From an optimization exercise on the open Yosys and OpenROAD flow, aimed at a short achievable clock period and few clock cycles per item; shortcuts taken in it are not production practice.
Only simulation tests tie the RTL to the original design; equivalence was not proved.
No activity file was given, so power comes from the tool's default toggle rates.

== the previous run ==
## nezoba_core
module nezoba_core #(
    parameter integer N_BUTTONS          = 15,
    parameter [31:0]  DEBOUNCE_TICKS     = 32'd5000,
    parameter [31:0]  TURBO_PERIOD_TICKS = 32'd13300,
    parameter [31:0]  CFG_DEBOUNCE_TICKS = 32'd5000,
    parameter integer CFG_MAX_READS      = 0,
    parameter [0:0]   TURBO_PHASE_INIT   = 1'b0
) (
    input  wire        clk,
    input  wire        rst,           
    input  wire [31:0] now,
    output reg  [1:0]  exp_op,
    input  wire [7:0]  exp_data,
    input  wire        exp_done,
    output reg  [2:0]  pin_pullup,
    input  wire [2:0]  cfg_pin,
    output reg  [7:0]  evt,
    output reg         evt_valid,
    output wire        halted,
    output wire [1:0]  fault
);
    localparam [1:0] OP_NONE = 2'd0, OP_INIT = 2'd1, OP_READA = 2'd2, OP_READB = 2'd3;
    localparam [2:0] S_INIT = 3'd0, S_CFG = 3'd1, S_WAIT = 3'd2,
                     S_BEGIN = 3'd4, S_RUN = 3'd5, S_HALT = 3'd6;
    localparam [7:0] EV_BEGIN = 8'h00, EV_RELALL = 8'h20, EV_PRESS = 8'h40,
                     EV_DPAD  = 8'h60, EV_COMMIT = 8'h80, EV_DIAG  = 8'hE3;
    localparam integer NS  = 3 * N_BUTTONS;    
    localparam integer NSA = 24;               
    reg  [2:0]  st;
    reg         halt_r;
    reg  [31:0] now_r;           
    reg         cfg_prev;
    reg         cfg_prev_v;
    reg  [31:0] cfg_t;           
    reg  [31:0] cfg_tv;          
    reg         cfg_tw;          
    reg  [1:0]  cfg_wt;          
    reg  [3:0]  cfg_index;
    reg         turbo_phase;
    reg  [31:0] turbo_ts;
    reg  [31:0] turbo_tv;        
    reg         turbo_tw;        
    reg         turbo_upd;       
    reg         turbo_tvu;       
    reg         relall_pend;     
    reg         c1;              
    reg         c2;              
    reg         nv;              
    reg         b_ans;           
    reg         dpad_done;       
  ...
Size: roughly 2600 cells after synthesis, roughly 510 flip-flops, ~63 I/O pins.
==> flow/config.mk <==
export PLATFORM = sky130hd
export DESIGN_NAME = nezoba_core
export DESIGN_NICKNAME = nezoba_core
export VERILOG_FILES = /design/flow/design.v
export SDC_FILE = /design/flow/constraint.sdc
export NUM_CORES = 4
export LEC_CHECK = 0
export CAP_MARGIN = 20
export CORE_MARGIN = 2
export CORE_UTILIZATION = 40
export PLACE_DENSITY = 0.6
export SLEW_MARGIN = 20
==> flow/constraint.sdc <==
create_clock -name core_clock -period 11.0 [get_ports {clk}]
set_input_delay 2.2000 -clock core_clock [delete_from_list [all_inputs] [get_ports {clk}]]
set_output_delay 2.2000 -clock core_clock [all_outputs]
set_load 0.01 [all_outputs]
standard.sh (not shown) runs the stock make flow with config.mk's settings and CLKGATE_MAP_FILE= SYNTH_SCRIPT=/design/flow/synth_recipe.tcl, a recipe that flattens the netlist after the stock synthesis.
==> flow/flow/run.sh <==
#!/bin/bash
set -euo pipefail
bash standard.sh SETUP_SLACK_MARGIN=7.8 MATCH_CELL_FOOTPRINT=0 \
    "BUFFER_PORTS_ARGS=-buffer_cell sky130_fd_sc_hd__buf_4" finish > standard_make.log 2>&1
Testbench counts of the previous run, summed over its fixed seeds: cycles 3,172, iterations 480.
Edits applied to the flow inputs when going from the previous run to the current run:
--- a/flow/design.v
+++ b/flow/design.v
@@ -191,21 +191,15 @@
     reg         c2;              
     reg         nv;              
     reg         b_ans;           
     reg         dpad_done;       
     reg  [NS-1:0] allow;         
     assign halted = halt_r;
     assign fault  = {halt_r, halt_r};
-    reg  [3:0]  now_eq;
-    integer nb;
-    always @(posedge clk) begin
-        now_r <= now;
-        for (nb = 0; nb < 4; nb = nb + 1)
-            now_eq[nb] <= (now[8*nb +: 8] == now_r[8*nb +: 8]);
-    end
+    always @(posedge clk) now_r <= now;
     wire run      = (st == S_RUN);
     wire sample_a = run && exp_op == OP_READA && exp_done;
     wire sample_b = run && exp_op == OP_READB && exp_done;
     wire [7:0] acc_a, prev_a, acc_b, prev_b;
     wire       rese_a, rese_b, upd_a, upd_b;
     nezoba_debounce #(.DEBOUNCE_TICKS(DEBOUNCE_TICKS)) u_bank_a (
         .clk(clk), .rst(rst), .first(relall_pend), .nv(nv),
@@ -335,18 +329,15 @@
     wire commit  = cm_now || (cm_done && exp_done);
     always @(posedge clk) begin
         if (st == S_CFG && exp_done) begin
             cfg_prev  <= cfg_r;
             cfg_t     <= now;
             cfg_index <= {~cfg_pin[0], ~cfg_pin[1], ~cfg_pin[2], cfg_r};
         end
-        if (st == S_CFG)
-            {cfg_tw, cfg_tv} <= {1'b0, now_r} + {1'b0, CFG_DEBOUNCE_TICKS};
-        else
-            {cfg_tw, cfg_tv} <= {1'b0, cfg_t} + {1'b0, CFG_DEBOUNCE_TICKS};
+        {cfg_tw, cfg_tv} <= {1'b0, cfg_t} + {1'b0, CFG_DEBOUNCE_TICKS};
         if (st == S_BEGIN)
             turbo_ts <= now;          
         else if (turbo_upd)
             turbo_ts <= now_r;        
         if (turbo_tvu)
             {turbo_tw, turbo_tv} <= {1'b0, turbo_ts} + {1'b0, TURBO_PERIOD_TICKS};
         if (relall_pend)
@@ -395,17 +386,15 @@
                         exp_op     <= OP_NONE;
                         cfg_prev_v <= 1'b1;
                         cfg_wt     <= 2'd2;
                         st         <= (cfg_prev_v && cfg_r == cfg_prev) ? S_BEGIN : S_WAIT;
                     end
                 end
                 S_WAIT: begin
-                    if (cfg_wt == 2'd2 && &now_eq)
-                        cfg_wt <= 2'd0;
-                    else if (cfg_wt != 2'd0)
+                    if (cfg_wt != 2'd0)
                         cfg_wt <= cfg_wt - 2'd1;
                     else if (!cfg_in) begin
                         exp_op <= OP_READB;
                         st     <= S_CFG;
                     end
                 end
                 S_BEGIN: begin
## What came out
- Per the comparison of the current run with the previous run, met1 wire length fell by 16%; via count of the routed design fell by about 11%.
- Going from the previous run to the current run, power shrinks by 3.3%.
- Comparing the previous run with the current run, the simple-gate area share of the yosys netlist came out essentially unchanged.
- The final HPWL from detailed placement of the current run was superior to that of the previous run.
- Routed wire length in the current run vs the previous run: down about 15%
- The current run ends up with a post-CTS setup buffer count that is 1 lower than in the previous run.
- Cmp the current run vs the previous run: number of clock buffer instances in the layout lower in the current run
- In the tables for the previous run and the current run, area share of fa/ha/maj cells after synthesis reads higher with the current run.
- Compared with the previous run, the current run shows routed length on met3 that has gone down by more than 10%.
- Diff the previous run -> the current run: worst vdd rail ir drop increased by about 0.5% relative to the old numbers, synthesized cell count decreased by 231 relative to the old numbers.
- Compare the previous run and the current run | maximum clock rate lower: the previous run
- The current run ended up with sky130_fd_sc_hd__ha_1 as its most common library cell in the layout ignoring fill and taps; the previous run ended up with sky130_fd_sc_hd__inv_1.
- Via count of the first global-routing pass | the current run below the previous run
Testbench counts of the current run, summed over its fixed seeds: cycles 3,187, iterations 480.

========
Another version of the RTL of nezoba_core (not shown whole).
Size in the first run: roughly 3000 cells after synthesis, about 510 flip-flops, about 63 I/O pins, about 28000 sq um of cells after synthesis.
Settings: LEC_CHECK=0, CAP_MARGIN=20, CORE_MARGIN=2, CORE_UTILIZATION=40, PLACE_DENSITY=0.6, SLEW_MARGIN=20; clock period 11.0 ns.
Scripts as last shown in full above: flow/flow/run.sh
The baseline went through all stages and came out clean.
Testbench counts at the start, summed over its fixed seeds: cycles 3,172, iterations 480.
Edit:
--- a/flow/design.v
+++ b/flow/design.v
@@ -187,31 +187,25 @@
     reg         turbo_tw;        
     reg         turbo_upd;       
     reg         turbo_tvu;       
     reg         relall_pend;     
     reg         c1;              
     reg         c2;              
     reg         nv;              
     reg         b_ans;           
     reg         dpad_done;       
     reg  [NS-1:0] allow;         
     assign halted = halt_r;
     assign fault  = {halt_r, halt_r};
-    reg  [3:0]  now_eq;
-    integer nb;
-    always @(posedge clk) begin
-        now_r <= now;
-        for (nb = 0; nb < 4; nb = nb + 1)
-            now_eq[nb] <= (now[8*nb +: 8] == now_r[8*nb +: 8]);
-    end
+    always @(posedge clk) now_r <= now;
     wire run      = (st == S_RUN);
     wire sample_a = run && exp_op == OP_READA && exp_done;
     wire sample_b = run && exp_op == OP_READB && exp_done;
     wire [7:0] acc_a, prev_a, acc_b, prev_b;
     wire       rese_a, rese_b, upd_a, upd_b;
     wire       res_a, ans_a, same_a, el_a, res_b, ans_b, same_b, el_b;
     nezoba_debounce #(.DEBOUNCE_TICKS(DEBOUNCE_TICKS)) u_bank_a (
         .clk(clk), .rst(rst), .first(relall_pend), .nv(nv),
         .now(now), .t_now(now_r),
         .sample(sample_a), .raw(exp_data),
         .acc(acc_a), .prev(prev_a), .res_eff(rese_a), .upd(upd_a),
         .res(res_a), .ans(ans_a), .same(same_a), .el(el_a)
@@ -353,28 +347,25 @@
     wire          w_v     = c_flags[ci][4];
     wire          w_diag  = c_flags[ci][3];
     wire          w_dpad  = c_flags[ci][0];
     wire cm_now  = dpad_done && b_ans;
     wire cm_done = dpad_done && !b_ans && exp_op == OP_READB;
     wire commit  = cm_now || (cm_done && exp_done);
     always @(posedge clk) begin
         if (st == S_CFG && exp_done) begin
             cfg_prev  <= cfg_r;
             cfg_t     <= now;
             cfg_index <= {~cfg_pin[0], ~cfg_pin[1], ~cfg_pin[2], cfg_r};
         end
-        if (st == S_CFG)
-            {cfg_tw, cfg_tv} <= {1'b0, now_r} + {1'b0, CFG_DEBOUNCE_TICKS};
-        else
-            {cfg_tw, cfg_tv} <= {1'b0, cfg_t} + {1'b0, CFG_DEBOUNCE_TICKS};
+        {cfg_tw, cfg_tv} <= {1'b0, cfg_t} + {1'b0, CFG_DEBOUNCE_TICKS};
         if (st == S_BEGIN)
             turbo_ts <= now;          
         else if (turbo_upd)
             turbo_ts <= now_r;        
         if (turbo_tvu)
             {turbo_tw, turbo_tv} <= {1'b0, turbo_ts} + {1'b0, TURBO_PERIOD_TICKS};
         if (relall_pend)
             allow <= {NS{1'b1}};
         else if (!dpad_done)
             allow <= w_allow;
         if (st == S_BEGIN)
             evt <= EV_BEGIN;
@@ -411,27 +402,25 @@
                         st     <= S_CFG;
                     end
                 end
                 S_CFG: begin
                     if (exp_done) begin
                         exp_op     <= OP_NONE;
                         cfg_prev_v <= 1'b1;
                         cfg_wt     <= 2'd2;
                         st         <= (cfg_prev_v && cfg_r == cfg_prev) ? S_BEGIN : S_WAIT;
                     end
                 end
                 S_WAIT: begin
-                    if (cfg_wt == 2'd2 && &now_eq)
-                        cfg_wt <= 2'd0;
-                    else if (cfg_wt != 2'd0)
+                    if (cfg_wt != 2'd0)
                         cfg_wt <= cfg_wt - 2'd1;
                     else if (!cfg_in) begin
                         exp_op <= OP_READB;
                         st     <= S_CFG;
                     end
                 end
                 S_BEGIN: begin
                     evt_valid   <= 1'b1;        
                     exp_op      <= OP_READA;
                     relall_pend <= 1'b1;
                     st          <= S_RUN;
                 end
What happened:
- area after synthesis fell by about 3.8%
- worst setup slack gains 0.24 ns
- total power fell by about 1.1%
- maximum frequency rose by about 7%
- sequential power hardly moves
- wire length fell by about 7%
- core utilization fell by 0.15 points
- sequential cell count fell by 4
- register-to-register slack gains 0.28 ns
- via count fell by 6.1%
- global-route usage fell by 0.83 points
- final area fell by about 4%
Testbench counts after the change, summed over its fixed seeds: cycles 3,187, iterations 480.

-- separate check: timing with driven ports --
No port has a modelled driver above. Below, the same layouts with a new extraction and two added sets of constraints. Step 1, drivers: a clkbuf_16 drives clk and a buf_2 each remaining input, both assumed. Step 2 also shifts input and output timing later by t, the mid clock arrival at the registers, as if the neighbouring blocks saw the same clock. a / b / c = ideal / step 1 / step 2; a / b = the first two.
run	t (ns)	setup slack, ns	hold slack, ns	cell pins on the clock port's net
the previous run	0.669	7.694 / 7.632 / 7.248	0.335 / 0.335 / 0.335	1
the current run	0.651	7.717 / 7.658 / 7.371	0.326 / 0.326 / 0.326	1
the first run of note 2	0.683	7.471 / 7.471 / 7.288	0.341 / 0.341 / 0.341	1
the second run of note 2	0.669	7.714 / 7.652 / 7.459	0.329 / 0.329 / 0.329	1
After both steps every run listed still meets setup and hold. For the previous run, which loses most, drivers alone change the setup slack by -0.062 ns; drivers and shift together by -0.446 ns.
